This design comes from an exercise in tuning for small area, a short achievable clock period and few clock cycles on the open sky130 flow, not from production work. RTL that was checked went through simulation tests only; none was proved equivalent to the original. Only the layout flow was run in runs 3 to 5; the RTL was not checked for function there. Power and IR drop assume default switching activity.

## flow/design.v

```verilog
module lsxgt_value_encoder (
    input  wire        clk,
    input  wire        rst,         
    input  wire [2:0]  dt,          
    input  wire        in_valid,
    output wire        in_ready,
    input  wire [7:0]  in_data,     
    input  wire        in_end,      
    output wire        out_valid,
    input  wire        out_ready,
    output wire [7:0]  out_data,    
    output wire        out_end,     
    output wire [1:0]  out_err,     
    output wire [15:0] out_pos      
);
    reg  [71:0] ps;         
    reg         fresh;      
    reg         bad;        
    reg         ovf;        
    reg  [2:0]  pdt;        
    reg  [15:0] pos;        
    reg         drain;      
    reg         hold;       
    reg         hend;       
    reg         stall;      
    reg         obusy, oH0, oH1, oV, oE;
    reg         olast;      
    reg         onov;       
    reg         oend;       
    reg  [1:0]  oerr;
    reg  [7:0]  ob;         
    reg  [7:0]  nb;         
    reg  [7:1]  oc;         
    reg  [7:1]  own;        
    function [3:0] carry10;
        input [8:0] x;
        begin
            carry10[3] = (x >= 9'd205);
            carry10[2] = (x >= 9'd103) && (x < 9'd205);
            carry10[1] = ((x >= 9'd52) && (x < 9'd103)) || ((x >= 9'd154) && (x < 9'd205)) ||
                         (x >= 9'd256);
            carry10[0] = ((x >= 9'd26) && (x < 9'd52)) || ((x >= 9'd77) && (x < 9'd103)) ||
                         ((x >= 9'd128) && (x < 9'd154)) || ((x >= 9'd180) && (x < 9'd205)) ||
                         ((x >= 9'd231) && (x < 9'd256));
        end
    endfunction
    wire [7:0] own0 = {own, 1'b0};           
    reg [71:0] n_ps;
    integer j;
    always @(*) begin : step
        reg [8:0]  v, vp;
        reg [3:0]  b;
        reg [7:0]  m;
        for (j = 0; j < 8; j = j + 1) begin
            v  = ps[9*j +: 9];
            vp = (j == 0) ? 9'd0 : ps[9*(j-1) +: 9];
            b  = (j == 0) ? in_data[3:0] : (own0[j-1] ? 4'd0 : carry10(vp));
            m  = {v[4:0], 3'd0} + {v[6:0], 1'd0};       
            if (fresh)
                n_ps[9*j +: 9] = (j == 0) ? {5'd0, in_data[3:0]} : 9'd0;
            else
                n_ps[9*j +: 9] = {1'b0, m} + {5'd0, b};
        end
    end
    wire ovf_set = !fresh && !own[7] && (ps[71:63] >= 9'd26);
    reg [8:0] pcy;
    reg [7:0] ge;
    always @(*) begin : resolve
        reg [8:0] v;
        reg       any;
        pcy[0] = 1'b0;
        for (j = 0; j < 8; j = j + 1) begin
            v = ps[9*j +: 9];
            pcy[j+1] = v[8] | ((&v[7:0]) & pcy[j]);
        end
        any = 1'b0;
        ge[0] = 1'b1;
        for (j = 7; j >= 1; j = j - 1) begin
            any = any | (ps[9*j +: 9] != 9'd0);
            ge[j] = any | pcy[j];
        end
    end
    reg [7:1] bown;
    reg       novalue;
    always @(*) begin
        novalue = 1'b0;
        case (pdt)
            3'd0: bown = 7'b0000000;
            3'd1: begin
                bown = ge[7] ? 7'b1111111 : ge[5] ? 7'b0011111 : ge[3] ? 7'b0000111 : 7'b0000001;
                novalue = !ge[1];
                if (!ge[1]) bown = 7'b0000000;
            end
            3'd2: bown = ge[6] ? 7'b1111111 : ge[4] ? 7'b0011111 : ge[2] ? 7'b0000111 : 7'b0000001;
            3'd3: bown = ge[4] ? 7'b1111111 : 7'b0000111;
            default: bown = 7'b1111111;
        endcase
    end
    wire [7:1] rd = own & ~own0[6:0];
    reg  [7:0] rsel;
    reg        rcy;
    always @(*) begin
        rsel = 8'd0;
        rcy  = 1'b0;
        for (j = 1; j < 8; j = j + 1) begin
            rsel = rsel | ({8{rd[j]}} & ps[9*j +: 8]);
            rcy  = rcy | (rd[j] & oc[j]);
        end
    end
    wire [7:0] rbyte = rsel + {7'd0, rcy};
    wire beat_in  = in_valid && in_ready;
    wire is_comma = (in_data == 8'h2C);
    wire is_digit = (in_data >= 8'h30) && (in_data <= 8'h39);
    wire term     = in_end || is_comma;
    wire digit_in = beat_in && !term;
    wire act      = beat_in && term && !drain;
    wire p_unknown = (pdt >= 3'd5);
    wire p_err     = p_unknown || bad || ovf || pcy[8];
    wire [1:0] p_code = p_unknown ? 2'd2 : 2'd1;
    wire ofinal   = oE || (olast && !oend);
    wire deliver  = obusy && out_ready;
    wire can_load = !obusy || (out_ready && ofinal);
    wire step_v   = deliver && (oH1 || oV) && !olast;    
    wire [7:1] rel = {7{step_v}} & rd;
    wire now_item = act && (!fresh || in_end);
    wire attach   = !hold && now_item && fresh && !can_load && !oE && !oend;
    wire go_hold  = !hold && now_item && !can_load && !attach;
    wire load     = can_load && (hold || now_item);
    wire iend     = hold ? hend : in_end;
    wire blk      = !fresh && !p_err;
    wire errk     = !fresh && p_err;
    wire fin      = (act && !go_hold && !hold) || (hold && can_load);
    wire [7:1] own_n = own & ~rel;
    wire       fresh_n = fin || (fresh && !digit_in) || (beat_in && drain && in_end);
    reg        stall_n;
    always @(*) begin
        stall_n = 1'b0;
        for (j = 1; j < 8; j = j + 1)
            if (own_n[j] && !(j > 1 && own_n[j-1]) && !own0[j-1] &&
                (ps[9*(j-1) +: 9] >= 9'd2))
                stall_n = 1'b1;
        if (fresh || fresh_n)
            stall_n = 1'b0;
    end
    always @(posedge clk) begin
        if (rst) begin
            fresh <= 1'b1;
            bad   <= 1'b0;
            ovf   <= 1'b0;
            pos   <= 16'd0;
            drain <= 1'b0;
            hold  <= 1'b0;
            stall <= 1'b0;
        end else begin
            stall <= stall_n;
            if (digit_in) begin
                fresh <= 1'b0;
                if (!is_digit) bad <= 1'b1;
                if (ovf_set) ovf <= 1'b1;
            end
            if (fin) begin
                fresh <= 1'b1;
                bad   <= 1'b0;
                ovf   <= 1'b0;
                if (load && errk)
                    drain <= !iend;
                else
                    pos <= iend ? 16'd0 : pos + 16'd1;
            end
            if (beat_in && drain && in_end) begin
                drain <= 1'b0;
                fresh <= 1'b1;
                bad   <= 1'b0;
                ovf   <= 1'b0;
                pos   <= 16'd0;
            end
            if (deliver && oE && (oerr != 2'd0))
                pos <= 16'd0;
            if (go_hold)
                hold <= 1'b1;
            else if (can_load)
                hold <= 1'b0;
        end
        if (go_hold)
            hend <= in_end;
        if (digit_in) begin
            ps[8:0] <= n_ps[8:0];
            pdt     <= dt;
        end
        for (j = 1; j < 8; j = j + 1)
            if (rel[j])
                ps[9*j +: 9] <= 9'd0;
            else if (digit_in && !own[j])
                ps[9*j +: 9] <= n_ps[9*j +: 9];
        if (rst) begin
            obusy <= 1'b0;
            oH0 <= 1'b0; oH1 <= 1'b0; oV <= 1'b0; oE <= 1'b0;
            oerr <= 2'd0;
            own  <= 7'd0;
        end else if (can_load) begin
            obusy <= load;
            oH0   <= load && blk;
            oH1   <= 1'b0;
            oV    <= 1'b0;
            oE    <= load && !blk;
            oerr  <= (load && errk) ? p_code : 2'd0;
            oend  <= iend;
            olast <= 1'b0;
            onov  <= novalue;
            own   <= (load && blk) ? bown : 7'd0;
            oc    <= pcy[7:1];
            ob    <= (pdt == 3'd0) ? 8'h01 : 8'h20;
            nb    <= ps[7:0];
        end else begin
            if (attach)
                oend <= 1'b1;
            own <= own_n;
            if (deliver) begin
                if (oH0) begin
                    oH0   <= 1'b0;
                    oH1   <= 1'b1;
                    ob    <= 8'h00;
                    olast <= onov;
                end
                if (oH1 || oV) begin
                    oH1 <= 1'b0;
                    if (olast) begin
                        oV  <= 1'b0;
                        oE  <= 1'b1;
                    end else begin
                        oV    <= 1'b1;
                        ob    <= nb;
                        nb    <= rbyte;
                        olast <= (own == 7'd0);
                    end
                end
            end
        end
    end
    assign in_ready  = !hold && !stall && !(oE && (oerr != 2'd0));
    assign out_valid = obusy;
    assign out_end   = oE;
    assign out_data  = ob;
    assign out_err   = oerr;
    assign out_pos   = (oerr != 2'd0) ? pos : 16'd0;
endmodule
```

## flow/run.sh

```bash
#!/bin/bash
# synth_recipe.tcl (not shown) runs the flow's synth.tcl, then flattens the netlist and writes it again
# the make line also repeats each setting of config.mk as NAME=value (left out here)
make -C /OpenROAD-flow-scripts/flow DESIGN_CONFIG=/design/flow/config.mk WORK_HOME=/design/flow/orfs CLKGATE_MAP_FILE= SYNTH_SCRIPT=/design/flow/synth_recipe.tcl finish
```

## flow/config.mk

```make
export PLATFORM = sky130hd
export DESIGN_NAME = lsxgt_value_encoder
export DESIGN_NICKNAME = lsxgt_value_encoder
export VERILOG_FILES = /design/flow/design.v
export SDC_FILE = /design/flow/constraint.sdc
export NUM_CORES = 4
export LEC_CHECK = 0
export CAP_MARGIN = 20
export CORE_MARGIN = 2
export CORE_UTILIZATION = 40
export CTS_BUF_LIST = sky130_fd_sc_hd__clkbuf_8
export SETUP_SLACK_MARGIN = 2.3
export SLEW_MARGIN = 20
```

## flow/constraint.sdc

```tcl
create_clock -name core_clock -period 5.0 [get_ports {clk}]
set_input_delay 1.0000 -clock core_clock [delete_from_list [all_inputs] [get_ports {clk}]]
set_output_delay 1.0000 -clock core_clock [all_outputs]
set_load 0.01 [all_outputs]
```

==> run_results.csv, run 1 <==
group,metric,value,unit
outcome,outcome,"no timing/DRC/antenna violations",
sta,slew_violations,0,
place,place_worst_setup_slack,1120,ps
sta,timing.hold.ws,501,ps
synthesis,syn_inst,1273,
critical_path,regToRegEndpoint,"nb[4]",
sta,period_needed,2720,ps
floorplanning,dieWidth,165,um
cts,path_clk_slew,100,ps
route,vias,9784,
sta,clock.fmax,0.367,GHz
critical_path,worst-setup-path-type,"flop to flop",
critical_path,source_of_the_worst_register_to_register_timing_path,"own[5]",
sta,timing.final.crit_share,0.545,
critical_path,reg2regPathDepth,8,
power_and_ir_drop,p_total,2.35,mW
global_route,global_route.usage.total,0.213,
floorplanning,core_area,0.0258,sq mm
synthesis,synth_sequential_area_ratio,0.303,
min_path,class_of_the_worst_hold_path,"flop to flop",
place,portBuffers,44,
cts,maximum_buffer_depth_of_the_clock_tree,2,
synthesis,synth_area_leader_cell,"sky130_fd_sc_hd__dfxtp_1",
cts,clock_latency,470,ps
cts,cts_root_buf,"sky130_fd_sc_hd__clkbuf_8",
cts,cts_tree,"yes",
cells_and_area,num_antenna_cells,0,
synthesis,synth-main-ff-cell,"sky130_fd_sc_hd__dfxtp_1",
sta,finalHoldViolCount,0,
floorplanning,start_util,0.403,
synthesis,postSynthAreaPerCell,8.18,sq um
critical_path,end_of_the_critical_path,"nb[4]",
route,route.antenna.remaining_nets,0,
cts,clock_sinks,138,
critical_path,worst-path-buf-inv,0,
route,postRouteWirelength,29.4,mm
power_and_ir_drop,power.static_leakage,5.29,nW
route,initial_drt_markers,794,
power_and_ir_drop,combPwrFrac,0.117,
floorplanning,die_area,0.0273,sq mm
cells_and_area,final_design_area_no_fill,0.0127,sq mm
critical_path,critical-path-slowest-cell,"sky130_fd_sc_hd__dfxtp_1",
power_and_ir_drop,power.density_cell_area,185,mW/mm^2
critical_path,slowest_delay,620,ps
synthesis,ys_ff_latch,138,
route,post_route_drc_violation_count,0,
sta,grt_setup_unrepaired,"yes",
critical_path,worst_setup_path_start_kind,"flop",
cells_and_area,net_total_in_the_final_layout,1436,
synthesis,synth_edf_count,39,
flow_run,maxCapViolations,0,
synthesis,postSynth.asyncResetShare,0,
critical_path,worstPathArrival,2950,ps
synthesis,post_synth_main_area_contributors,"sky130_fd_sc_hd__dfxtp_1, sky130_fd_sc_hd__edfxtp_1, sky130_fd_sc_hd__ha_1",
place,gp_congestion,0.873,
critical_path,cell_type_group_with_the_largest_total_delay_on_the_critical_path,"simple AND/OR/NAND/NOR gates",
floorplanning,num_io_pins,45,
global_route,initial_antenna_violation_count,0,
global_route,first_pass_grt_wire_length,46.6,mm
cts,htreeDepth,4,
min_path,holdCritStartpoint,"pos[1]",
critical_path,cpMostUsedCell,"sky130_fd_sc_hd__ha_1",
power_and_ir_drop,p_switching,0.714,mW
synthesis,ys.warnings.count,2,
power_and_ir_drop,netSwitchingFraction,0.304,
cells_and_area,share_of_cells_above_drive_strength_1,0.232,
power_and_ir_drop,internal_power,1.63,mW
place,place_hpwl,19.4,mm
route,drt_pre_antenna_iters,5,
critical_path,required_arrival_time_at_the_worst_endpoint,5230,ps
cells_and_area,area_growth_from_synthesis_to_layout,21.5,%
floorplanning,row_count,59,
cts,cts_inserted_buffers,17,
sta,fin_skew,19.2,ps
synthesis,post_synth_num_cell_types,85,
place,postPlaceCellArea,0.0109,sq mm
critical_path,setup.worst_path.end_class,"flop",
critical_path,worst-path-stages,8,
global_route,grt_start_max_net_pins,67,
sta,max_slew_headroom,0.322,
critical_path,worst-path-max-fanout,12,
synthesis,netlist.area_leader.share,0.190,
critical_path,register_to_register_setup_slack,2280,ps
route,wl_per_cell,17.3,um
sta,fin_tns_setup,0,ps
power_and_ir_drop,share_seq_of_total_power,0.510,
critical_path,crit_path_cell_trace,"nor2b_2, a22oi_1, nand4_1, ha_1, ha_1, nor3b_1, xor2_1, o21ai_0",
route,vias_per_std_cell,5.78,
critical_path,critical_path.startpoint,"own[5]",
synthesis,netlist_area,0.0104,sq mm
sta,setup_viol,0,
global_route,global_route.overflow_total,0,
sta,layout_setup_ws,2280,ps
power_and_ir_drop,clock_power_share,0.373,
synthesis,total_nets_after_synthesis,1364,
global_route,number_of_global_route_vias_before_repair,8938,
power_and_ir_drop,irDropWorstVdd,0.000141,V
sta,tightest_slew,1010,ps
floorplanning,chipHeight,165,um
==> how the worst min path moves through the flow <==
stage / to / slack (ps) / cells after the start
after global placement: pos[1] / 480 / 2
after global routing: pos[15] / 550 / 2
after floorplan: pos[15] / 450 / 2
after CTS: pos[15] / 500 / 2
final: pos[1] / 500 / 2
after detailed placement: pos[15] / 480 / 2
==> tightest hold or removal path: stages, from the launching register on <==
cell and delay [ps]:
sky130_fd_sc_hd__dfxtp_1 340, sky130_fd_sc_hd__nand2_1 60, sky130_fd_sc_hd__o21ai_0 60
==> final cells by class <==
cell class / count / area (sq um)
clock buffer: 17 / 234
clock inverter: 15 / 119
fill: 2469 / 13200
inverter: 18 / 67.6
multi-input combinational: 1031 / 7340
sequential: 138 / 3280
tap: 335 / 419
timing repair buffer: 139 / 1200
==> layer usage <==
layer  vias up  global-route usage  wire (um)
li1       4785                   -          -
met1      4669               0.286      13500
met2       290               0.344      13600
met3        40              0.0442       1760
met4         0              0.0635        566
met5         -                   0          0
==> power groups by stage <==
| stage | clock network (mW) | logic (mW) | registers [mW] |
|---|---|---|---|
| after CTS | 0.894 | 0.257 | 1.20 |
| after global routing | 0.940 | 0.303 | 1.20 |
| after detailed placement | 0 | 0.230 | 1.24 |
| after global placement | 0 | 0.227 | 1.24 |
| final | 0.875 | 0.274 | 1.20 |
| after floorplan | 0 | 0.169 | 1.22 |
==> through the flow <==
step / std cells / util
after detailed placement: 1572 / 0.423
final: 1693 / 0.490
after global routing: 1693 / 0.490
after global placement: 1572 / 0.423
after CTS: 1652 / 0.463
after floorplan: 1273 / -
==> sequential cells by signal (all words and copies together), names as in the netlist, 2 cells and up <==
name	cells
ps	72
pos	16
nb	8
ob	8
oc	7
own	7
pdt	3
oerr	2
==> cell usage in the layout (no fill, tap or decap), types with 10 or more instances in the layout <==
cell type and n:
sky130_fd_sc_hd__a21oi_1 107, sky130_fd_sc_hd__nand2_1 107, sky130_fd_sc_hd__nor2b_1 21, sky130_fd_sc_hd__nor3_1 44, sky130_fd_sc_hd__clkdlybuf4s50_1 17, sky130_fd_sc_hd__dfxtp_4 30
sky130_fd_sc_hd__nor3b_1 28, sky130_fd_sc_hd__fa_1 10, sky130_fd_sc_hd__and2_1 10, sky130_fd_sc_hd__o21ai_0 33, sky130_fd_sc_hd__xnor2_1 55, sky130_fd_sc_hd__and3_1 13
sky130_fd_sc_hd__nor2_1 139, sky130_fd_sc_hd__a22oi_1 39, sky130_fd_sc_hd__a21o_1 36, sky130_fd_sc_hd__xor2_1 20, sky130_fd_sc_hd__a21oi_2 18, sky130_fd_sc_hd__nor4_1 17
sky130_fd_sc_hd__clkbuf_8 17, sky130_fd_sc_hd__dlygate4sd2_1 17, sky130_fd_sc_hd__dfxtp_2 15, sky130_fd_sc_hd__inv_1 18, sky130_fd_sc_hd__nor2_2 16, sky130_fd_sc_hd__nand4_1 13
sky130_fd_sc_hd__buf_4 88, sky130_fd_sc_hd__dfxtp_1 54, sky130_fd_sc_hd__ha_1 52, sky130_fd_sc_hd__o211ai_1 13, sky130_fd_sc_hd__edfxtp_1 39, sky130_fd_sc_hd__nand3_1 28
==> cells by family (layout without fill, tap and decap cells) <==
kind of cell             Yosys count  in the layout  share of synthesized area
AND/OR/NAND/NOR                  534            534                      0.262
adder cells (fa/ha/maj)           75             75                      0.102
flip-flops                       138            138                      0.303
AO/OA/AOI/OAI                    339            339                      0.219
XOR/XNOR                          76             76                     0.0639
multiplexers                       7              7                    0.00709
buffers and inverters            104            189                     0.0444
==> cell usage after synthesis (all sizes together) (34+ instances only) <==
cell type,n
nor3,53
clkbuf,42
dfxtp,99
a21o,36
nor2,158
o21ai,40
edfxtp,39
a21oi,128
a22oi,39
buf,44
xnor2,55
nand2,116
ha,59
nor3b,34
==> repair_timing <==
item	4_1_cts	5_1_grt
hold buffers	0	0
endpoints found under the setup margin	131	84
buffers inserted	48	40
gates resized for setup	129	112
pin swaps	23	40
gates cloned	0	1
hold endpoints to repair	0	0
Testbench counts, summed over its fixed seeds: cycles 28,132.
==> run 2, diff against run 1 <==
--- a/flow/config.mk
+++ b/flow/config.mk
@@ -10,4 +10,3 @@
 export CORE_UTILIZATION = 40
-export CTS_BUF_LIST = sky130_fd_sc_hd__clkbuf_8
-export SETUP_SLACK_MARGIN = 2.3
+export SETUP_SLACK_MARGIN = 2.4
 export SLEW_MARGIN = 20
==> run_results.csv, run 2 <==
group,metric,value,unit
outcome,outcome,"no timing/DRC/antenna violations",
cells_and_area,layout_commonest_cell,"sky130_fd_sc_hd__nor2_1",
sta,period_needed,2680,ps
global_route,initial_antenna_violation_count,0,
cts,path_clk_slew,70,ps
power_and_ir_drop,clock_power_share,0.456,
synthesis,syn_inst,1273,
floorplanning,row_count,59,
floorplanning,core_area,0.0258,sq mm
critical_path,worstPathArrival,3040,ps
power_and_ir_drop,p_switching,0.780,mW
cells_and_area,area_growth_from_synthesis_to_layout,26.8,%
cts,cts_root_buf,"sky130_fd_sc_hd__clkbuf_16",
global_route,grt_start_max_net_pins,67,
floorplanning,dieWidth,165,um
floorplanning,die_area,0.0273,sq mm
synthesis,netlist.area_leader.share,0.190,
sta,tightest_slew,1010,ps
cts,maximum_buffer_depth_of_the_clock_tree,2,
place,portBuffers,44,
sta,max_slew_headroom,0.324,
route,post_route_drc_violation_count,0,
cells_and_area,largest_register_ffs,72,
route,initial_drt_markers,816,
place,gp_congestion,0.865,
sta,finalHoldViolCount,0,
place,placed_cells,1571,
critical_path,worst_setup_path_start_kind,"flop",
floorplanning,chipHeight,165,um
power_and_ir_drop,combPwrFrac,0.104,
synthesis,synth_area_leader_cell,"sky130_fd_sc_hd__dfxtp_1",
floorplanning,num_io_pins,45,
cells_and_area,final_core_util,0.511,
power_and_ir_drop,internal_power,1.94,mW
global_route,global_route.overflow_total,0,
flow_run,maxCapViolations,0,
sta,fin_tns_setup,0,ps
power_and_ir_drop,share_seq_of_total_power,0.440,
cells_and_area,reg.largest.list,"ps x72, pos x16",
critical_path,worst-path-max-fanout,4,
min_path,class_of_the_worst_hold_path,"flop to flop",
place,place_hpwl,19.4,mm
power_and_ir_drop,irDropWorstVdd,0.000238,V
cts,clock_sinks,138,
synthesis,netlist_area,0.0104,sq mm
sta,setup_viol,0,
global_route,global_route.usage.total,0.219,
cts,clock_latency,440,ps
synthesis,post_synth_num_cell_types,85,
synthesis,synth_sequential_area_ratio,0.303,
route,route.antenna.remaining_nets,0,
global_route,first_pass_grt_wire_length,48.0,mm
cts,htreeDepth,4,
route,vias,9847,
critical_path,register_to_register_setup_slack,2320,ps
floorplanning,start_util,0.403,
power_and_ir_drop,power.static_leakage,5.42,nW
cells_and_area,instances_no_fill,1714,
cells_and_area,net_total_in_the_final_layout,1457,
synthesis,synthMostInstantiatedCell,"sky130_fd_sc_hd__nor2_1",
critical_path,worst-setup-path-type,"flop to flop",
power_and_ir_drop,netSwitchingFraction,0.287,
route,vias_per_std_cell,5.75,
cells_and_area,nFillCells,2385,
synthesis,total_nets_after_synthesis,1364,
sta,timing.final.crit_share,0.535,
synthesis,ys_ff_latch,138,
route,wl_per_cell,17.4,um
critical_path,required_arrival_time_at_the_worst_endpoint,5370,ps
power_and_ir_drop,power.density_cell_area,206,mW/mm^2
cells_and_area,final_cell_mix,"sky130_fd_sc_hd__nor2_1, sky130_fd_sc_hd__nand2_1, sky130_fd_sc_hd__a21oi_1",
cts,cts_inserted_buffers,17,
cts,cts_tree,"yes",
synthesis,postSynth.asyncResetShare,0,
synthesis,synth_edf_count,39,
critical_path,setup.worst_path.end_class,"flop",
synthesis,synth.top_cells.by_count,"sky130_fd_sc_hd__nor2_1, sky130_fd_sc_hd__a21oi_1, sky130_fd_sc_hd__nand2_1",
cells_and_area,largest_register,"ps",
sta,clock.fmax,0.374,GHz
synthesis,ys.warnings.count,2,
route,drt_pre_antenna_iters,6,
global_route,number_of_global_route_vias_before_repair,9335,
sta,grt_setup_unrepaired,"yes",
sta,timing.hold.ws,499,ps
cells_and_area,num_antenna_cells,0,
route,postRouteWirelength,29.8,mm
sta,fin_skew,13.0,ps
synthesis,postSynthAreaPerCell,8.18,sq um
cells_and_area,share_of_cells_above_drive_strength_1,0.263,
sta,slew_violations,0,
synthesis,synth-main-ff-cell,"sky130_fd_sc_hd__dfxtp_1",
synthesis,post_synth_main_area_contributors,"sky130_fd_sc_hd__dfxtp_1, sky130_fd_sc_hd__edfxtp_1, sky130_fd_sc_hd__ha_1",
==> run 2: cell count changes in the layout (fill, tap and decap cells not counted), moves of 7 or more <==
cell,change
sky130_fd_sc_hd__buf_6,+10
sky130_fd_sc_hd__clkbuf_8,-17
sky130_fd_sc_hd__buf_4,+12
sky130_fd_sc_hd__clkbuf_16,+16
sky130_fd_sc_hd__dlymetal6s2s_1,-7
==> run 2: power groups by stage <==
stage / Clock (mW) / Sequential (mW) / Combinational [mW]
final: 1.24 / 1.20 / 0.282
after global routing: 1.31 / 1.20 / 0.311
after CTS: 1.26 / 1.20 / 0.265
after detailed placement: 0 / 1.24 / 0.230
after global placement: 0 / 1.24 / 0.228
after floorplan: 0 / 1.22 / 0.169
==> run 2: worst paths after layout <==
| kind | cells after the start | end | start |
|---|---|---|---|
| worst max-delay path | 14 | ps[52] | ps[39] |
| worst min-delay path | 2 | pos[15] | pos[15] |
| worst max register to register | 14 | ps[52] | ps[39] |
| worst min register to register | 2 | pos[15] | pos[15] |
==> run 2: stage by stage <==
| stage | area (sq um) | power, mW | setup slack [ps] |
|---|---|---|---|
| finish | 13200 | 2.72 | 2320 |
| global route | 13200 | 2.82 | 2140 |
| CTS | 12500 | 2.72 | 2350 |
| detailed placement | 10900 | 1.47 | 1030 |
| global placement | 10900 | 1.47 | 1140 |
| floorplan | 10400 | 1.39 | 2250 |
==> run 2: kinds of logic (layout without fill, tap and decap cells) <==
| group | count (synthesis) | in the layout | synth area share |
|---|---|---|---|
| compound gates | 339 | 340 | 0.219 |
| xor+xnor | 76 | 76 | 0.0639 |
| simple gates | 534 | 534 | 0.262 |
| buf+inv | 104 | 209 | 0.0444 |
| fa+ha+maj | 75 | 75 | 0.102 |
| mux | 7 | 7 | 0.00709 |
| flops | 138 | 138 | 0.303 |
==> run 2: final cells by class <==
class	count	area, sq um	area share
multi-input combinational	1032	7500	0.568
sequential	138	3300	0.250
timing repair buffer	159	1350	0.103
clock buffer	17	425	0.0322
tap	335	419	0.0317
clock inverter	15	130	0.00986
inverter	18	67.6	0.00512
==> run 2: worst max-delay path, cell delays in order (launching register included) <==
cell and delay, ps:
sky130_fd_sc_hd__dfxtp_4 360, sky130_fd_sc_hd__or2_4 260, sky130_fd_sc_hd__a31oi_4 160, sky130_fd_sc_hd__nor2_1 60, sky130_fd_sc_hd__a32oi_1 160, sky130_fd_sc_hd__a21oi_1 90, sky130_fd_sc_hd__ha_2 200, sky130_fd_sc_hd__fa_2 370
sky130_fd_sc_hd__a21o_1 170, sky130_fd_sc_hd__nand2_1 100, sky130_fd_sc_hd__nor2_2 50, sky130_fd_sc_hd__nand2_1 90, sky130_fd_sc_hd__xnor2_1 60, sky130_fd_sc_hd__or3_1 360, sky130_fd_sc_hd__a21oi_2 110
==> run 2: metal layers <==
metal | routed length, um | global-route usage | share of wire
met4 | 595 | 0.0697 | 0.020
met2 | 14000 | 0.370 | 0.47
met5 | 0 | 0 | 0
met3 | 1530 | 0.0385 | 0.051
met1 | 13600 | 0.284 | 0.46
==> run 2: timing repair <==
item | 4_1_cts | 5_1_grt
gates cloned | 1 | 0
pin swaps | 42 | 71
buffers inserted | 77 | 33
hold buffers | 0 | 0
endpoints found under the setup margin | 135 | 70
gates resized for setup | 182 | 121
==> run 3, diff against run 2 <==
--- a/flow/design.v
+++ b/flow/design.v
@@ -52,3 +52,5 @@
         reg [3:0]  b;
-        reg [7:0]  m;
+        reg [4:0]  x;
+        reg [5:0]  x1, x2, hi;
+        reg [3:0]  lo;
         for (j = 0; j < 8; j = j + 1) begin
@@ -57,3 +59,11 @@
             b  = (j == 0) ? in_data[3:0] : (own0[j-1] ? 4'd0 : carry10(vp));
-            m  = {v[4:0], 3'd0} + {v[6:0], 1'd0};       
+            x  = v[4:0] + v[6:2];
+            x1 = {1'b0, x} + 6'd1;
+            x2 = {1'b0, x} + 6'd2;
+            lo = {1'b0, v[1:0], 1'b0} + {1'b0, b[2:0]};
+            case ({1'b0, b[3]} + {1'b0, lo[3]})
+                2'd0:    hi = {1'b0, x};
+                2'd1:    hi = x1;
+                default: hi = x2;
+            endcase
             if (fresh)
@@ -61,3 +71,3 @@
             else
-                n_ps[9*j +: 9] = {1'b0, m} + {5'd0, b};
+                n_ps[9*j +: 9] = {hi, lo[2:0]};
         end
--- a/flow/config.mk
+++ b/flow/config.mk
@@ -10,3 +10,3 @@
 export CORE_UTILIZATION = 40
-export SETUP_SLACK_MARGIN = 2.4
+export SETUP_SLACK_MARGIN = 1.8
 export SLEW_MARGIN = 20
==> run_results.csv, run 3 <==
group,metric,value,unit
outcome,outcome,"no timing/DRC/antenna violations",
critical_path,register_to_register_setup_slack,1860,ps
synthesis,ys_ff_latch,138,
place,place_worst_setup_slack,1240,ps
floorplanning,row_count,61,
power_and_ir_drop,irDropWorstVdd,0.000212,V
sta,period_needed,3140,ps
critical_path,worstPathArrival,3460,ps
sta,layout_setup_ws,1860,ps
floorplanning,dieWidth,173,um
sta,finalHoldViolCount,0,
global_route,first_pass_grt_wire_length,52.1,mm
min_path,class_of_the_worst_hold_path,"flop to flop",
sta,tightest_slew,906,ps
flow_run,maxCapViolations,0,
floorplanning,start_util,0.409,
floorplanning,core_area,0.0279,sq mm
critical_path,source_of_the_worst_register_to_register_timing_path,"ps[2]",
synthesis,post_synth_main_area_contributors,"sky130_fd_sc_hd__dfxtp_1, sky130_fd_sc_hd__edfxtp_1, sky130_fd_sc_hd__ha_1",
global_route,global_route.usage.total,0.207,
critical_path,worst_setup_path_start_kind,"flop",
cells_and_area,share_of_cells_above_drive_strength_1,0.137,
place,place_hpwl,22.3,mm
route,post_route_drc_violation_count,0,
synthesis,post_synth_num_cell_types,86,
critical_path,worst-path-buf-inv,1,
cells_and_area,num_antenna_cells,0,
sta,timing.hold.ws,495,ps
route,wl_per_cell,17.5,um
synthesis,postSynthAreaPerCell,7.97,sq um
power_and_ir_drop,power.static_leakage,5.15,nW
cts,clock_sinks,138,
critical_path,slowest_delay,420,ps
cells_and_area,net_total_in_the_final_layout,1544,
cts,cts_tree,"yes",
cells_and_area,reg.largest.list,"ps x72, pos x16",
cts,maximum_buffer_depth_of_the_clock_tree,2,
critical_path,cpMostUsedCell,"sky130_fd_sc_hd__nor3_1",
cts,cts_root_buf,"sky130_fd_sc_hd__clkbuf_16",
sta,max_slew_headroom,0.395,
synthesis,synth-main-ff-cell,"sky130_fd_sc_hd__dfxtp_1",
cells_and_area,final_cell_mix,"sky130_fd_sc_hd__nor2_1, sky130_fd_sc_hd__a21oi_1, sky130_fd_sc_hd__nand2_1",
place,placed_cells,1768,
global_route,initial_antenna_violation_count,0,
floorplanning,die_area,0.0299,sq mm
critical_path,worst-setup-path-type,"flop to flop",
cells_and_area,instances_no_fill,1828,
sta,timing.final.crit_share,0.628,
min_path,timing.hold.worst_path_depth,2,
synthesis,synth_edf_count,39,
cts,htreeDepth,4,
critical_path,required_arrival_time_at_the_worst_endpoint,5310,ps
sta,slew_violations,0,
critical_path,reg2regPathDepth,15,
synthesis,synth.top_cells.by_count,"sky130_fd_sc_hd__a21oi_1, sky130_fd_sc_hd__nor2_1, sky130_fd_sc_hd__nand2_1",
sta,grt_setup_unrepaired,"yes",
sta,fin_skew,10.1,ps
cells_and_area,largest_register,"ps",
cts,ctsHoldBuffers,0,
global_route,grt_start_max_net_pins,67,
min_path,holdCritStartpoint,"pos[15]",
route,vias_per_std_cell,5.99,
synthesis,netlist.area_leader.share,0.173,
floorplanning,num_io_pins,45,
route,initial_drt_markers,980,
route,drt_pre_antenna_iters,5,
synthesis,postSynth.asyncResetShare,0,
power_and_ir_drop,power.density_cell_area,215,mW/mm^2
sta,setup_viol,0,
route,postRouteWirelength,32.0,mm
place,portBuffers,44,
cts,path_clk_slew,70,ps
cts,cts_inserted_buffers,17,
cells_and_area,largest_register_ffs,72,
critical_path,worst-path-max-fanout,6,
critical_path,critical-path-slowest-cell,"sky130_fd_sc_hd__edfxtp_1",
place,gp_congestion,0.860,
cells_and_area,area_growth_from_synthesis_to_layout,15.8,%
min_path,end_point_of_the_most_critical_hold_path,"pos[15]",
route,route.antenna.remaining_nets,0,
synthesis,synthMostInstantiatedCell,"sky130_fd_sc_hd__a21oi_1",
sta,fin_tns_setup,0,ps
synthesis,total_nets_after_synthesis,1541,
cts,clock_latency,430,ps
synthesis,ys.warnings.count,2,
critical_path,crit_path_cell_trace,"or2_1, a311oi_2, nor3_1, a311o_1, ha_2, fa_2, inv_2, ha_4, nor2b_4, o21ai_2, o211ai_1, o21ai_1, nor3_1, a21oi_1, nor2_1",
critical_path,regToRegEndpoint,"ps[14]",
floorplanning,chipHeight,173,um
synthesis,syn_inst,1434,
sta,clock.fmax,0.318,GHz
global_route,global_route.overflow_total,0,
critical_path,cell_type_group_with_the_largest_total_delay_on_the_critical_path,"compound AO/OA/AOI/OAI gates",
synthesis,synth_sequential_area_ratio,0.276,
global_route,number_of_global_route_vias_before_repair,10121,
route,vias,10942,
synthesis,synth_area_leader_cell,"sky130_fd_sc_hd__dfxtp_1",
synthesis,netlist_area,0.0114,sq mm
critical_path,setup.worst_path.end_class,"flop",
==> run 3: final cells by class <==
type                       instances  area (sq um)
fill                            2789         14700
tap                              378           473
inverter                          48           180
multi-input combinational       1153          8010
sequential                       138          3240
clock buffer                      17           425
timing repair buffer              79           716
clock inverter                    15           198
==> run 3: worst register-to-register path: cells and delay by family (launching register included) <==
family                     cells  cell delay [ps]
buffers and inverters          1               80
DFF                            1              420
and+or+nand+nor                5              640
adders and majority gates      3              770
AOI/OAI and AO/OA              6             1100
==> run 3: repair_timing <==
item / CTS / global route
buffers inserted: 3 / 25
endpoints found under the setup margin: 43 / 53
gates resized for setup: 36 / 93
pin swaps: 2 / 28
==> run 3: worst max path at each step <==
| stage | startpoint | to | cells past startpoint |
|---|---|---|---|
| floorplan | ps[3] | ps[14] | 15 |
| global placement | in_data[3] | pos[6] | 9 |
| detailed placement | in_data[3] | pos[6] | 9 |
| CTS | ps[2] | ps[15] | 14 |
| global route | ps[2] | ps[14] | 15 |
| finish | ps[2] | ps[14] | 15 |
==> run 3: metrics by stage <==
step                      power [mW]  area, sq um  utilization
after floorplan                 1.41        11400            -
after global placement          1.49        12000        0.429
after detailed placement        1.49        12000        0.429
after CTS                       2.85        12700        0.455
after global routing            2.94        13200        0.474
final                           2.84        13200        0.474
==> run 3: logic make-up (layout without fill, tap and decap cells) <==
family / count (synthesis) / in the layout / synth area share
xor+xnor: 62 / 62 / 0.0475
buf+inv: 143 / 159 / 0.0511
simple gates: 545 / 545 / 0.251
compound gates: 438 / 438 / 0.249
mux: 17 / 17 / 0.0153
flops: 138 / 138 / 0.276
fa+ha+maj: 91 / 91 / 0.110
==> run 3: power by group <==
group          total (mW)  internal, mW  leakage, nW  switching (mW)
clock                1.36         0.835        0.299           0.524
sequential           1.21          1.17         1.20          0.0319
combinational       0.279         0.108         3.65           0.171
total                2.84          2.12         5.15           0.727
==> run 3: layer usage <==
layer  GRT usage  part of all wire  up-vias
met2       0.335              0.47      306
met4      0.0565             0.013        0
met5           0                 0        -
li1            -                 -     5318
met1       0.289              0.48     5289
met3      0.0273             0.045       29
==> run 4, diff against run 3 <==
--- a/flow/design.v
+++ b/flow/design.v
@@ -24,3 +24,3 @@
     reg         hend;       
-    reg         stall;      
+    reg         rdy;        
     reg         obusy, oH0, oH1, oV, oE;
@@ -30,2 +30,3 @@
     reg  [1:0]  oerr;
+    reg         oerrv;      
     reg  [7:0]  ob;         
@@ -144,2 +145,3 @@
     wire       fresh_n = fin || (fresh && !digit_in) || (beat_in && drain && in_end);
+    wire       errv_n = can_load ? (load && errk) : oerrv;
     reg        stall_n;
@@ -162,5 +164,5 @@
             hold  <= 1'b0;
-            stall <= 1'b0;
+            rdy   <= 1'b1;
         end else begin
-            stall <= stall_n;
+            rdy   <= !(go_hold || (hold && !can_load) || errv_n || stall_n);
             if (digit_in) begin
@@ -186,3 +188,3 @@
             end
-            if (deliver && oE && (oerr != 2'd0))
+            if (deliver && oerrv)
                 pos <= 16'd0;
@@ -208,2 +210,3 @@
             oerr <= 2'd0;
+            oerrv <= 1'b0;
             own  <= 7'd0;
@@ -216,2 +219,3 @@
             oerr  <= (load && errk) ? p_code : 2'd0;
+            oerrv <= load && errk;
             oend  <= iend;
@@ -249,3 +253,3 @@
     end
-    assign in_ready  = !hold && !stall && !(oE && (oerr != 2'd0));
+    assign in_ready  = rdy;
     assign out_valid = obusy;
@@ -254,3 +258,3 @@
     assign out_err   = oerr;
-    assign out_pos   = (oerr != 2'd0) ? pos : 16'd0;
+    assign out_pos   = oerrv ? pos : 16'd0;
 endmodule
==> run_results.csv, run 4 <==
group,metric,value,unit
cts,cts_root_buf,"sky130_fd_sc_hd__clkbuf_16",
power_and_ir_drop,share_seq_of_total_power,0.415,
min_path,timing.hold.worst_path_depth,2,
route,route.antenna.remaining_nets,0,
cts,cts_tree,"yes",
sta,setup_viol,0,
cells_and_area,final_design_area_no_fill,0.0133,sq mm
min_path,class_of_the_worst_hold_path,"flop to flop",
place,portBuffers,44,
floorplanning,die_area,0.0297,sq mm
synthesis,postSynth.asyncResetShare,0,
sta,fin_tns_setup,0,ps
power_and_ir_drop,netSwitchingFraction,0.258,
sta,layout_setup_ws,1860,ps
floorplanning,dieWidth,172,um
cts,ctsHoldBuffers,0,
synthesis,ys.warnings.count,2,
critical_path,worst-path-max-fanout,7,
route,wl_per_cell,17.9,um
cts,clock_sinks,139,
cts,clock_latency,430,ps
synthesis,synth.top_cells.by_count,"sky130_fd_sc_hd__nor2_1, sky130_fd_sc_hd__a21oi_1, sky130_fd_sc_hd__nand2_1",
flow_run,maxCapViolations,0,
synthesis,synthMostInstantiatedCell,"sky130_fd_sc_hd__nor2_1",
synthesis,post_synth_num_cell_types,84,
cts,maximum_buffer_depth_of_the_clock_tree,2,
cts,htreeDepth,4,
power_and_ir_drop,irDropWorstVdd,0.000232,V
floorplanning,chipHeight,172,um
floorplanning,row_count,61,
min_path,holdCritStartpoint,"oH1",
cells_and_area,largest_register,"ps",
global_route,grt_start_max_net_pins,53,
synthesis,synth_sequential_area_ratio,0.280,
place,gp_congestion,0.888,
synthesis,ys_ff_latch,139,
synthesis,syn_inst,1413,
sta,timing.final.crit_share,0.627,
sta,max_slew_headroom,0.331,
sta,slew_violations,0,
route,vias,10874,
place,postPlaceCellArea,0.0119,sq mm
floorplanning,num_io_pins,45,
cells_and_area,reg.largest.list,"ps x72, pos x16",
sta,timing.hold.ws,470,ps
critical_path,required_arrival_time_at_the_worst_endpoint,5350,ps
power_and_ir_drop,internal_power,2.18,mW
route,drt_pre_antenna_iters,5,
sta,grt_setup_unrepaired,"yes",
sta,fin_skew,12.3,ps
global_route,global_route.usage.total,0.216,
cells_and_area,final_cell_mix,"sky130_fd_sc_hd__nor2_1, sky130_fd_sc_hd__a21oi_1, sky130_fd_sc_hd__nand2_1",
synthesis,post_synth_main_area_contributors,"sky130_fd_sc_hd__dfxtp_1, sky130_fd_sc_hd__edfxtp_1, sky130_fd_sc_hd__ha_1",
sta,tightest_slew,1000,ps
floorplanning,core_area,0.0279,sq mm
place,place_hpwl,22.7,mm
route,postRouteWirelength,32.5,mm
synthesis,postSynthAreaPerCell,8.03,sq um
cts,path_clk_slew,60,ps
critical_path,source_of_the_worst_register_to_register_timing_path,"ps[51]",
critical_path,worst-setup-path-type,"primary input to flop",
place,place_worst_setup_slack,757,ps
sta,period_needed,3140,ps
synthesis,netlist_area,0.0113,sq mm
critical_path,reg2regPathDepth,15,
cells_and_area,num_antenna_cells,0,
critical_path,worstPathArrival,3480,ps
synthesis,total_nets_after_synthesis,1520,
cells_and_area,largest_register_ffs,72,
power_and_ir_drop,clock_power_share,0.483,
synthesis,synth-main-ff-cell,"sky130_fd_sc_hd__dfxtp_1",
global_route,global_route.overflow_total,0,
min_path,end_point_of_the_most_critical_hold_path,"oH1",
power_and_ir_drop,power.density_cell_area,221,mW/mm^2
critical_path,regToRegEndpoint,"ps[59]",
synthesis,synth_area_leader_cell,"sky130_fd_sc_hd__dfxtp_1",
cells_and_area,area_growth_from_synthesis_to_layout,16.9,%
global_route,number_of_global_route_vias_before_repair,9742,
outcome,outcome,"no timing/DRC/antenna violations",
floorplanning,start_util,0.407,
cells_and_area,net_total_in_the_final_layout,1534,
critical_path,register_to_register_setup_slack,1880,ps
synthesis,synth_edf_count,39,
sta,finalHoldViolCount,0,
critical_path,worst_setup_path_start_kind,"primary input",
route,initial_drt_markers,795,
cts,cts_inserted_buffers,17,
cells_and_area,share_of_cells_above_drive_strength_1,0.150,
global_route,initial_antenna_violation_count,0,
synthesis,netlist.area_leader.share,0.177,
route,post_route_drc_violation_count,0,
route,vias_per_std_cell,5.98,
power_and_ir_drop,p_switching,0.758,mW
power_and_ir_drop,power.static_leakage,5.36,nW
cells_and_area,layout_commonest_cell,"sky130_fd_sc_hd__nor2_1",
global_route,first_pass_grt_wire_length,51.4,mm
sta,clock.fmax,0.319,GHz
critical_path,setup.worst_path.end_class,"flop",
power_and_ir_drop,combPwrFrac,0.101,
run 4: cell types whose count changed after synthesis, sizes merged, moves of 7 or more:
| cell | previous run | this run |
|---|---|---|
| o21ai | 76 | 52 |
| nor3 | 32 | 41 |
| o31ai | 5 | 18 |
| a222oi | 3 | 10 |
| nand2b | 6 | 13 |
| or2 | 22 | 14 |
| xor2 | 32 | 24 |
| and2 | 14 | 26 |
| a21o | 20 | 29 |
| a22oi | 41 | 27 |
| nor2b | 46 | 22 |
run 4: worst max-delay path by stage:
stage | from | to | slack, ps | cells past startpoint
6_report | in_data[1] | own[6] | 1860 | 7
5_1_grt | ps[51] | ps[59] | 1660 | 15
4_1_cts | ps[29] | ps[39] | 1800 | 14
3_5_place_dp | in_data[3] | ps[9] | 760 | 8
3_3_place_gp | in_data[3] | ps[9] | 880 | 8
2_1_floorplan | ps[30] | ps[39] | 1920 | 15
run 4: what timing repair did:
action / 4_1_cts / 5_1_grt
buffers inserted: 7 / 31
resized for setup: 49 / 88
pin swaps: 0 / 7
gates cloned: 0 / 1
endpoints found under the setup margin: 80 / 58
run 4: area by class of cell:
class | count | area (sq um)
clock buffer | 18 | 450
fill | 2748 | 14600
clock inverter | 14 | 206
timing repair buffer | 90 | 786
multi-input combinational | 1131 | 7890
inverter | 48 | 188
sequential | 139 | 3280
tap | 378 | 473
run 4: power by group through the flow:
stage | clock (mW) | combinational, mW | sequential (mW)
final | 1.42 | 0.298 | 1.22
after global routing | 1.48 | 0.329 | 1.22
after CTS | 1.43 | 0.277 | 1.23
after detailed placement | 0 | 0.265 | 1.25
after global placement | 0 | 0.260 | 1.25
after floorplan | 0 | 0.195 | 1.23
run 4: kinds of logic (layout without fill, tap and decap cells):
family                   Yosys count  after routing  share of synthesized area
AND/OR/NAND/NOR                  545            545                      0.251
AO/OA/AOI/OAI                    422            423                      0.250
buffers and inverters            144            170                     0.0503
flip-flops                       139            139                      0.280
adder cells (fa/ha/maj)           91             91                      0.111
XOR/XNOR                          54             54                     0.0417
multiplexers                      18             18                     0.0163
run 4: metrics by stage:
| step | power (mW) | cells | util |
|---|---|---|---|
| after global placement | 1.51 | 1746 | 0.428 |
| final | 2.94 | 1818 | 0.476 |
| after floorplan | 1.43 | 1413 | - |
| after global routing | 3.03 | 1818 | 0.476 |
| after CTS | 2.94 | 1785 | 0.457 |
| after detailed placement | 1.52 | 1746 | 0.428 |
run 4: critical path, stage by stage:
cell                              delay, ps
sky130_fd_sc_hd__clkdlybuf4s50_1        470
sky130_fd_sc_hd__nor4b_2                320
sky130_fd_sc_hd__nand3_2                150
sky130_fd_sc_hd__o31a_1                 420
sky130_fd_sc_hd__or4_1                  510
sky130_fd_sc_hd__or3_1                  440
sky130_fd_sc_hd__o211ai_1               180
run 4: layer usage:
metal,global-route usage,wire length [um]
met5,0,0
met4,0.0585,573
met3,0.0362,1660
met2,0.339,14800
met1,0.305,15400
==> run 5, diff against run 4 <==
--- a/flow/design.v
+++ b/flow/design.v
@@ -15,2 +15,9 @@
 );
+    reg         rdy;        
+    reg         r_valid;
+    reg  [3:0]  r_d;        
+    reg         r_digit;    
+    reg         r_comma;
+    reg         r_end;
+    reg  [2:0]  r_dt;
     reg  [71:0] ps;         
@@ -24,3 +31,3 @@
     reg         hend;       
-    reg         rdy;        
+    reg         stall;      
     reg         obusy, oH0, oH1, oV, oE;
@@ -53,5 +60,3 @@
         reg [3:0]  b;
-        reg [4:0]  x;
-        reg [5:0]  x1, x2, hi;
-        reg [3:0]  lo;
+        reg [7:0]  m;
         for (j = 0; j < 8; j = j + 1) begin
@@ -59,16 +64,8 @@
             vp = (j == 0) ? 9'd0 : ps[9*(j-1) +: 9];
-            b  = (j == 0) ? in_data[3:0] : (own0[j-1] ? 4'd0 : carry10(vp));
-            x  = v[4:0] + v[6:2];
-            x1 = {1'b0, x} + 6'd1;
-            x2 = {1'b0, x} + 6'd2;
-            lo = {1'b0, v[1:0], 1'b0} + {1'b0, b[2:0]};
-            case ({1'b0, b[3]} + {1'b0, lo[3]})
-                2'd0:    hi = {1'b0, x};
-                2'd1:    hi = x1;
-                default: hi = x2;
-            endcase
+            b  = (j == 0) ? r_d : (own0[j-1] ? 4'd0 : carry10(vp));
+            m  = {v[4:0], 3'd0} + {v[6:0], 1'd0};       
             if (fresh)
-                n_ps[9*j +: 9] = (j == 0) ? {5'd0, in_data[3:0]} : 9'd0;
+                n_ps[9*j +: 9] = (j == 0) ? {5'd0, r_d} : 9'd0;
             else
-                n_ps[9*j +: 9] = {hi, lo[2:0]};
+                n_ps[9*j +: 9] = {1'b0, m} + {5'd0, b};
         end
@@ -121,6 +118,7 @@
     wire [7:0] rbyte = rsel + {7'd0, rcy};
-    wire beat_in  = in_valid && in_ready;
-    wire is_comma = (in_data == 8'h2C);
-    wire is_digit = (in_data >= 8'h30) && (in_data <= 8'h39);
-    wire term     = in_end || is_comma;
+    wire blocked  = hold || stall || oerrv;
+    wire beat_in  = r_valid && !blocked;       
+    wire in_end_r = r_end;
+    wire is_digit = r_digit;
+    wire term     = r_end || r_comma;
     wire digit_in = beat_in && !term;
@@ -135,3 +133,3 @@
     wire [7:1] rel = {7{step_v}} & rd;
-    wire now_item = act && (!fresh || in_end);
+    wire now_item = act && (!fresh || in_end_r);
     wire attach   = !hold && now_item && fresh && !can_load && !oE && !oend;
@@ -139,3 +137,3 @@
     wire load     = can_load && (hold || now_item);
-    wire iend     = hold ? hend : in_end;
+    wire iend     = hold ? hend : in_end_r;
     wire blk      = !fresh && !p_err;
@@ -144,4 +142,5 @@
     wire [7:1] own_n = own & ~rel;
-    wire       fresh_n = fin || (fresh && !digit_in) || (beat_in && drain && in_end);
+    wire       fresh_n = fin || (fresh && !digit_in) || (beat_in && drain && in_end_r);
     wire       errv_n = can_load ? (load && errk) : oerrv;
+    wire       r_valid_n = rdy ? in_valid : (r_valid && !beat_in);
     reg        stall_n;
@@ -157,2 +156,16 @@
     always @(posedge clk) begin
+        if (rdy) begin
+            r_d     <= in_data[3:0];
+            r_digit <= (in_data >= 8'h30) && (in_data <= 8'h39);
+            r_comma <= (in_data == 8'h2C);
+            r_end   <= in_end;
+            r_dt    <= dt;
+        end
+        if (rst) begin
+            rdy     <= 1'b1;
+            r_valid <= 1'b0;
+        end else begin
+            rdy     <= !(r_valid_n && (go_hold || (hold && !can_load) || errv_n || stall_n));
+            r_valid <= r_valid_n;
+        end
         if (rst) begin
@@ -164,5 +177,5 @@
             hold  <= 1'b0;
-            rdy   <= 1'b1;
+            stall <= 1'b0;
         end else begin
-            rdy   <= !(go_hold || (hold && !can_load) || errv_n || stall_n);
+            stall <= stall_n;
             if (digit_in) begin
@@ -181,3 +194,3 @@
             end
-            if (beat_in && drain && in_end) begin
+            if (beat_in && drain && in_end_r) begin
                 drain <= 1'b0;
@@ -196,6 +209,6 @@
         if (go_hold)
-            hend <= in_end;
+            hend <= in_end_r;
         if (digit_in) begin
             ps[8:0] <= n_ps[8:0];
-            pdt     <= dt;
+            pdt     <= r_dt;
         end
--- a/flow/config.mk
+++ b/flow/config.mk
@@ -10,3 +10,3 @@
 export CORE_UTILIZATION = 40
-export SETUP_SLACK_MARGIN = 1.8
+export SETUP_SLACK_MARGIN = 2.1
 export SLEW_MARGIN = 20
==> run_results.csv, run 5 <==
group,metric,value,unit
outcome,outcome,"no timing/DRC/antenna violations",
cts,clock_sinks,151,
critical_path,worst-path-stages,1,
cells_and_area,instances_no_fill,1637,
route,vias,9622,
floorplanning,chipHeight,166,um
synthesis,postSynthAreaPerCell,8.33,sq um
critical_path,cell_type_group_with_the_largest_total_delay_on_the_critical_path,"flip-flops",
critical_path,worst-setup-path-type,"flop to output port",
global_route,initial_antenna_violation_count,0,
cells_and_area,final_cell_mix,"sky130_fd_sc_hd__nor2_1, sky130_fd_sc_hd__a21oi_1, sky130_fd_sc_hd__nand2_1",
sta,grt_setup_unrepaired,"yes",
cells_and_area,area_growth_from_synthesis_to_layout,17.0,%
critical_path,worstPathArrival,1780,ps
critical_path,register_to_register_setup_slack,2230,ps
cells_and_area,final_core_util,0.475,
route,post_route_drc_violation_count,0,
sta,fin_skew,17.6,ps
global_route,number_of_global_route_vias_before_repair,8695,
synthesis,netlist.area_leader.share,0.194,
cells_and_area,net_total_in_the_final_layout,1380,
flow_run,maxCapViolations,0,
floorplanning,core_area,0.0260,sq mm
sta,tightest_slew,886,ps
cts,maximum_buffer_depth_of_the_clock_tree,2,
route,vias_per_std_cell,5.88,
cts,cts_inserted_buffers,17,
min_path,holdCritStartpoint,"r_dt[1]",
cts,cts_root_buf,"sky130_fd_sc_hd__clkbuf_16",
synthesis,synth_edf_count,49,
critical_path,crit_path_cell_trace,"clkdlybuf4s50_1",
critical_path,worst_setup_path_start_kind,"flop",
cts,ctsHoldBuffers,0,
floorplanning,num_io_pins,45,
power_and_ir_drop,p_total,2.98,mW
critical_path,setup.worst_path.end_class,"output port",
synthesis,post_synth_main_area_contributors,"sky130_fd_sc_hd__dfxtp_1, sky130_fd_sc_hd__edfxtp_1, sky130_fd_sc_hd__ha_1",
floorplanning,row_count,59,
sta,finalHoldViolCount,0,
global_route,first_pass_grt_wire_length,46.4,mm
place,portBuffers,44,
route,route.antenna.remaining_nets,0,
place,postPlaceCellArea,0.0111,sq mm
power_and_ir_drop,power.density_cell_area,241,mW/mm^2
synthesis,post_synth_num_cell_types,74,
sta,layout_setup_ws,2220,ps
sta,fin_tns_setup,0,ps
place,placed_cells,1565,
cells_and_area,largest_register_ffs,72,
cells_and_area,num_antenna_cells,0,
critical_path,worst-path-buf-inv,1,
synthesis,total_nets_after_synthesis,1356,
cells_and_area,nFillCells,2522,
sta,setup_viol,0,
synthesis,synth.top_cells.by_count,"sky130_fd_sc_hd__nor2_1, sky130_fd_sc_hd__a21oi_1, sky130_fd_sc_hd__dfxtp_1",
global_route,grt_start_max_net_pins,39,
synthesis,synth-main-ff-cell,"sky130_fd_sc_hd__dfxtp_1",
critical_path,end_of_the_critical_path,"in_ready",
cells_and_area,largest_register,"ps",
cells_and_area,share_of_cells_above_drive_strength_1,0.145,
synthesis,ys.warnings.count,2,
floorplanning,start_util,0.406,
min_path,class_of_the_worst_hold_path,"flop to flop",
critical_path,critical_path.startpoint,"rdy",
sta,max_slew_headroom,0.403,
synthesis,netlist_area,0.0105,sq mm
cells_and_area,reg.largest.list,"ps x72, pos x16",
route,drt_pre_antenna_iters,5,
sta,timing.final.crit_share,0.556,
power_and_ir_drop,irDropWorstVdd,0.000252,V
cts,clock_latency,450,ps
critical_path,worst-path-max-fanout,13,
sta,slew_violations,0,
synthesis,postSynth.asyncResetShare,0,
sta,period_needed,2780,ps
cells_and_area,final_design_area_no_fill,0.0123,sq mm
cts,path_clk_slew,80,ps
route,postRouteWirelength,29.6,mm
floorplanning,dieWidth,166,um
synthesis,synthMostInstantiatedCell,"sky130_fd_sc_hd__nor2_1",
global_route,global_route.overflow_total,0,
sta,clock.fmax,0.360,GHz
critical_path,source_of_the_worst_register_to_register_timing_path,"hold",
synthesis,syn_inst,1265,
route,initial_drt_markers,759,
floorplanning,die_area,0.0277,sq mm
synthesis,synth_area_leader_cell,"sky130_fd_sc_hd__dfxtp_1",
critical_path,required_arrival_time_at_the_worst_endpoint,4000,ps
critical_path,slowest_delay,690,ps
route,wl_per_cell,18.1,um
synthesis,ys_ff_latch,151,
sta,timing.hold.ws,424,ps
cells_and_area,layout_commonest_cell,"sky130_fd_sc_hd__nor2_1",
place,place_worst_setup_slack,1300,ps
global_route,global_route.usage.total,0.207,
synthesis,synth_sequential_area_ratio,0.333,
critical_path,critical-path-slowest-cell,"sky130_fd_sc_hd__dfxtp_1",
critical_path,regToRegEndpoint,"pos[5]",
critical_path,reg2regPathDepth,6,
place,gp_congestion,0.895,
place,place_hpwl,20.8,mm
cts,htreeDepth,4,
cts,cts_tree,"yes",
power_and_ir_drop,power.static_leakage,5.05,nW
-- run 5: cell families (layout without fill, tap and decap cells) --
kind of cell,Yosys count,count (layout),share of synthesized area
adder cells (fa/ha/maj),75,75,0.100
AO/OA/AOI/OAI,345,346,0.215
AND/OR/NAND/NOR,505,505,0.239
multiplexers,7,7,0.00712
XOR/XNOR,77,77,0.0640
flip-flops,151,151,0.333
buffers and inverters,105,141,0.0406
-- run 5: timing repair --
item | 4_1_cts | 5_1_grt
resized for setup | 23 | 73
gates cloned | 1 | 0
endpoints found under the setup margin | 46 | 55
pin swaps | 1 | 12
buffers inserted | 6 | 33
-- run 5: worst min path at each step --
stage	to	slack, ps	cells past startpoint
6_report	pdt[1]	420	0
2_1_floorplan	pdt[0]	400	0
4_1_cts	pdt[1]	430	0
5_1_grt	ps[0]	450	0
3_3_place_gp	ps[0]	410	0
3_5_place_dp	pdt[1]	410	0
-- run 5: per-layer routing --
layer | share of wire | wire length [um] | up-vias | GRT usage
li1 | - | - | 4665 | -
met1 | 0.47 | 13800 | 4645 | 0.286
met2 | 0.47 | 13800 | 266 | 0.337
met3 | 0.047 | 1380 | 46 | 0.0338
met4 | 0.020 | 588 | 0 | 0.0558
met5 | 0 | 0 | - | 0
-- run 5: cell type report --
class	instances	area, sq um	area share
repair buffers	86	787	0.0638
multi-input cells	1010	6840	0.555
well taps	335	419	0.0340
flip-flops and latches	151	3570	0.290
clock inverters	15	199	0.0161
inverters	23	86.3	0.00700
clock buffers	17	425	0.0345
-- run 5: report_power, final --
group | switching [mW] | internal (mW)
combinational | 0.159 | 0.121
clock | 0.666 | 0.689
sequential | 0.0473 | 1.30
total | 0.871 | 2.11
==> run 6, diff against run 5 <==
--- a/flow/design.v
+++ b/flow/design.v
@@ -119,2 +119,3 @@
     wire blocked  = hold || stall || oerrv;
+    wire r_free   = !(r_valid && blocked);
     wire beat_in  = r_valid && !blocked;       
@@ -144,3 +145,3 @@
     wire       errv_n = can_load ? (load && errk) : oerrv;
-    wire       r_valid_n = rdy ? in_valid : (r_valid && !beat_in);
+    wire       r_valid_n = r_free ? in_valid : r_valid;
     reg        stall_n;
@@ -156,3 +157,3 @@
     always @(posedge clk) begin
-        if (rdy) begin
+        if (r_free) begin
             r_d     <= in_data[3:0];
--- a/flow/config.mk
+++ b/flow/config.mk
@@ -10,2 +10,3 @@
 export CORE_UTILIZATION = 40
+export CTS_BUF_LIST = sky130_fd_sc_hd__clkbuf_8
 export SETUP_SLACK_MARGIN = 2.1
==> run_results.csv, run 6 <==
group,metric,value,unit
critical_path,worst-setup-path-type,"flop to flop",
global_route,initial_antenna_violation_count,0,
route,vias_per_std_cell,5.88,
synthesis,synth_sequential_area_ratio,0.331,
synthesis,post_synth_num_cell_types,65,
route,vias,9628,
cts,path_clk_slew,100,ps
synthesis,netlist_area,0.0106,sq mm
cells_and_area,reg.largest.list,"ps x72, pos x16",
power_and_ir_drop,p_switching,0.793,mW
sta,slew_violations,0,
floorplanning,start_util,0.408,
critical_path,worstPathArrival,3180,ps
power_and_ir_drop,combPwrFrac,0.127,
power_and_ir_drop,power.density_cell_area,217,mW/mm^2
outcome,outcome,"no timing/DRC/antenna violations",
power_and_ir_drop,netSwitchingFraction,0.304,
synthesis,syn_inst,1278,
synthesis,synth_area_leader_cell,"sky130_fd_sc_hd__dfxtp_1",
route,initial_drt_markers,764,
floorplanning,num_io_pins,45,
route,wl_per_cell,17.6,um
synthesis,ys.warnings.count,2,
cells_and_area,area_growth_from_synthesis_to_layout,12.8,%
route,route.antenna.remaining_nets,0,
critical_path,source_of_the_worst_register_to_register_timing_path,"ps[46]",
route,postRouteWirelength,28.8,mm
cts,cts_root_buf,"sky130_fd_sc_hd__clkbuf_8",
sta,timing.final.crit_share,0.566,
power_and_ir_drop,internal_power,1.81,mW
place,gp_congestion,0.879,
floorplanning,row_count,59,
cts,clock_sinks,151,
synthesis,postSynthAreaPerCell,8.31,sq um
min_path,holdCritStartpoint,"r_d[0]",
place,place_worst_setup_slack,968,ps
power_and_ir_drop,share_seq_of_total_power,0.523,
synthesis,synth-main-ff-cell,"sky130_fd_sc_hd__dfxtp_1",
global_route,grt.met2_usage,0.320,
critical_path,critical_path.startpoint,"ps[46]",
synthesis,post_synth_main_area_contributors,"sky130_fd_sc_hd__dfxtp_1, sky130_fd_sc_hd__edfxtp_1, sky130_fd_sc_hd__ha_1",
cts,cts_inserted_buffers,17,
cells_and_area,share_of_cells_above_drive_strength_1,0.109,
floorplanning,core_area,0.0261,sq mm
global_route,global_route.usage.total,0.206,
power_and_ir_drop,power.static_leakage,4.85,nW
route,post_route_drc_violation_count,0,
cells_and_area,final_core_util,0.460,
sta,grt_setup_unrepaired,"yes",
synthesis,synth_edf_count,49,
cells_and_area,layout_commonest_cell,"sky130_fd_sc_hd__nor2_1",
synthesis,total_nets_after_synthesis,1369,
global_route,grt_start_max_net_pins,39,
cells_and_area,instances_no_fill,1637,
global_route,global_route.overflow_total,0,
sta,tightest_slew,779,ps
sta,period_needed,2830,ps
global_route,grt_util_met1,0.297,
sta,layout_setup_ws,2170,ps
place,place_hpwl,20.9,mm
sta,max_slew_headroom,0.480,
synthesis,netlist.area_leader.share,0.192,
cells_and_area,net_total_in_the_final_layout,1380,
synthesis,ys_ff_latch,151,
place,placed_cells,1576,
cells_and_area,largest_register,"ps",
min_path,class_of_the_worst_hold_path,"flop to flop",
cells_and_area,final_cell_mix,"sky130_fd_sc_hd__nor2_1, sky130_fd_sc_hd__a21oi_1, sky130_fd_sc_hd__nand2_1",
sta,clock.fmax,0.353,GHz
cts,cts_tree,"yes",
cts,maximum_buffer_depth_of_the_clock_tree,2,
flow_run,maxCapViolations,0,
floorplanning,die_area,0.0279,sq mm
critical_path,setup.worst_path.end_class,"flop",
sta,fin_tns_setup,0,ps
power_and_ir_drop,p_total,2.60,mW
sta,setup_viol,0,
route,drt_pre_antenna_iters,8,
critical_path,worst_setup_path_start_kind,"flop",
critical_path,required_arrival_time_at_the_worst_endpoint,5350,ps
power_and_ir_drop,clock_power_share,0.350,
power_and_ir_drop,irDropWorstVdd,0.000156,V
global_route,grt_util_met3,0.0314,
cells_and_area,largest_register_ffs,72,
cells_and_area,num_antenna_cells,0,
synthesis,synth.top_cells.by_count,"sky130_fd_sc_hd__nor2_1, sky130_fd_sc_hd__a21oi_1, sky130_fd_sc_hd__dfxtp_1",
floorplanning,chipHeight,167,um
critical_path,worst-path-max-fanout,11,
global_route,gr-max-usage-layer,"met2",
global_route,number_of_global_route_vias_before_repair,8833,
cts,htreeDepth,4,
sta,fin_skew,14.0,ps
global_route,first_pass_grt_wire_length,47.1,mm
sta,finalHoldViolCount,0,
floorplanning,dieWidth,167,um
synthesis,postSynth.asyncResetShare,0,
cts,clock_latency,470,ps
synthesis,synthMostInstantiatedCell,"sky130_fd_sc_hd__nor2_1",
place,portBuffers,44,
==> run 6: cell types whose count changed after synthesis, sizes merged, moves of 9 or more <==
cell	change
nor2	-11
nand2	-21
nand3	+12
a222oi	+9
a22oi	-14
nor3	+14
==> run 6: logic make-up (layout without fill, tap and decap cells) <==
kind of cell             count (synthesis)  in the layout  share of synthesized area
multiplexers                             8              8                    0.00789
buffers and inverters                  109            133                     0.0405
flip-flops                             151            151                      0.331
AO/OA/AOI/OAI                          354            354                      0.217
AND/OR/NAND/NOR                        502            502                      0.239
XOR/XNOR                                79             79                     0.0651
adder cells (fa/ha/maj)                 75             75                     0.0996
==> run 6: final timing paths <==
path | cells after the start | to | slack (ps)
hold reg to reg | 0 | ps[0] | 430
setup / recovery | 13 | ps[61] | 2170
hold / removal | 0 | ps[0] | 430
setup reg to reg | 13 | ps[61] | 2170
==> run 6: per-layer routing <==
metal  part of all wire  wire, um
met2               0.45     13000
met5                  0         0
met1               0.47     13600
met3              0.058      1680
met4              0.017       498
==> run 6: final cells by class <==
class,count,area (sq um)
timing repair buffer,81,729
inverter,20,75.1
multi-input combinational,1018,6820
clock inverter,15,135
fill,2546,14100
tap,335,419
sequential,151,3570
clock buffer,17,234
==> run 6: power groups by stage <==
stage               registers (mW)  clock network, mW  logic [mW]
finish                        1.36              0.912       0.332
global route                  1.37              0.977       0.370
detailed placement            1.39                  0       0.296
global placement              1.39                  0       0.293
floorplan                     1.36                  0       0.223
CTS                           1.36              0.934       0.309
==> run 6: what timing repair did <==
item                       4_1_cts  5_1_grt
setup endpoints to repair       43       45
gates resized for setup         14       49
hold buffers                     0        0
buffers inserted                 6       23
pin swaps                        1        4
==> run 6: worst max-delay path, cell delays in order (launching register included) <==
cell                       delay [ps]
sky130_fd_sc_hd__dfxtp_2          520
sky130_fd_sc_hd__o211ai_1         110
sky130_fd_sc_hd__a21boi_0         350
sky130_fd_sc_hd__o32a_1           220
sky130_fd_sc_hd__a21oi_1           70
sky130_fd_sc_hd__ha_1             230
sky130_fd_sc_hd__fa_1             410
sky130_fd_sc_hd__a21oi_1          170
sky130_fd_sc_hd__nor2b_1           90
sky130_fd_sc_hd__and2_1           170
sky130_fd_sc_hd__a21oi_1          150
sky130_fd_sc_hd__nor4b_1           70
sky130_fd_sc_hd__a21oi_1          130
sky130_fd_sc_hd__nor2_1            50
==> run 6: per-stage QoR <==
step | area, sq um | hold slack, ps
floorplan | 10600 | 400
global placement | 11200 | 406
detailed placement | 11200 | 407
CTS | 11700 | 432
global route | 12000 | 442
finish | 12000 | 430
Testbench counts of run 6, summed over its fixed seeds: cycles 28,140.

re-timing with driven ports:
No port has a modelled driver above. Below, the same layouts with a new extraction and two added sets of constraints. Step 1 (the two cells are an assumption about what drives the block):
set clk [get_ports {clk}]
set_driving_cell -lib_cell sky130_fd_sc_hd__clkbuf_16 $clk
set_driving_cell -lib_cell sky130_fd_sc_hd__buf_2 [delete_from_list [all_inputs] $clk]
Step 2, shift: input delay + t, output delay - t, t = (earliest + latest rising clock arrival at the registers) / 2. This alone moves slack from input paths to output paths. Three values: ideal ports, drivers, drivers and shift; two values: the first two.
run | t, ns | setup slack, ns | worst setup path at the end | latest minus earliest clock arrival (ns) | pins driven straight from the clock port
run 1 | 0.507 | 2.277 / 2.277 / 1.844 | input to register | 0.020 / 0.020 | 1
run 2 | 0.479 | 2.324 / 2.324 / 1.979 | input to register | 0.013 / 0.013 | 1
run 3 | 0.475 | 1.859 / 1.859 / 1.463 | input to register | 0.010 / 0.010 | 1
run 4 | 0.473 | 1.865 / 1.876 / 1.416 | input to register | 0.012 / 0.013 | 1
run 5 | 0.488 | 2.220 / 2.172 / 1.818 | input to register | 0.018 / 0.017 | 1
run 6 | 0.508 | 2.170 / 2.166 / 1.895 | input to register | 0.015 / 0.015 | 1
After both steps setup and hold are still met in every run listed. The setup slack of run 4, which loses most, moves by +0.011 ns with the drivers and by -0.449 ns with both steps.
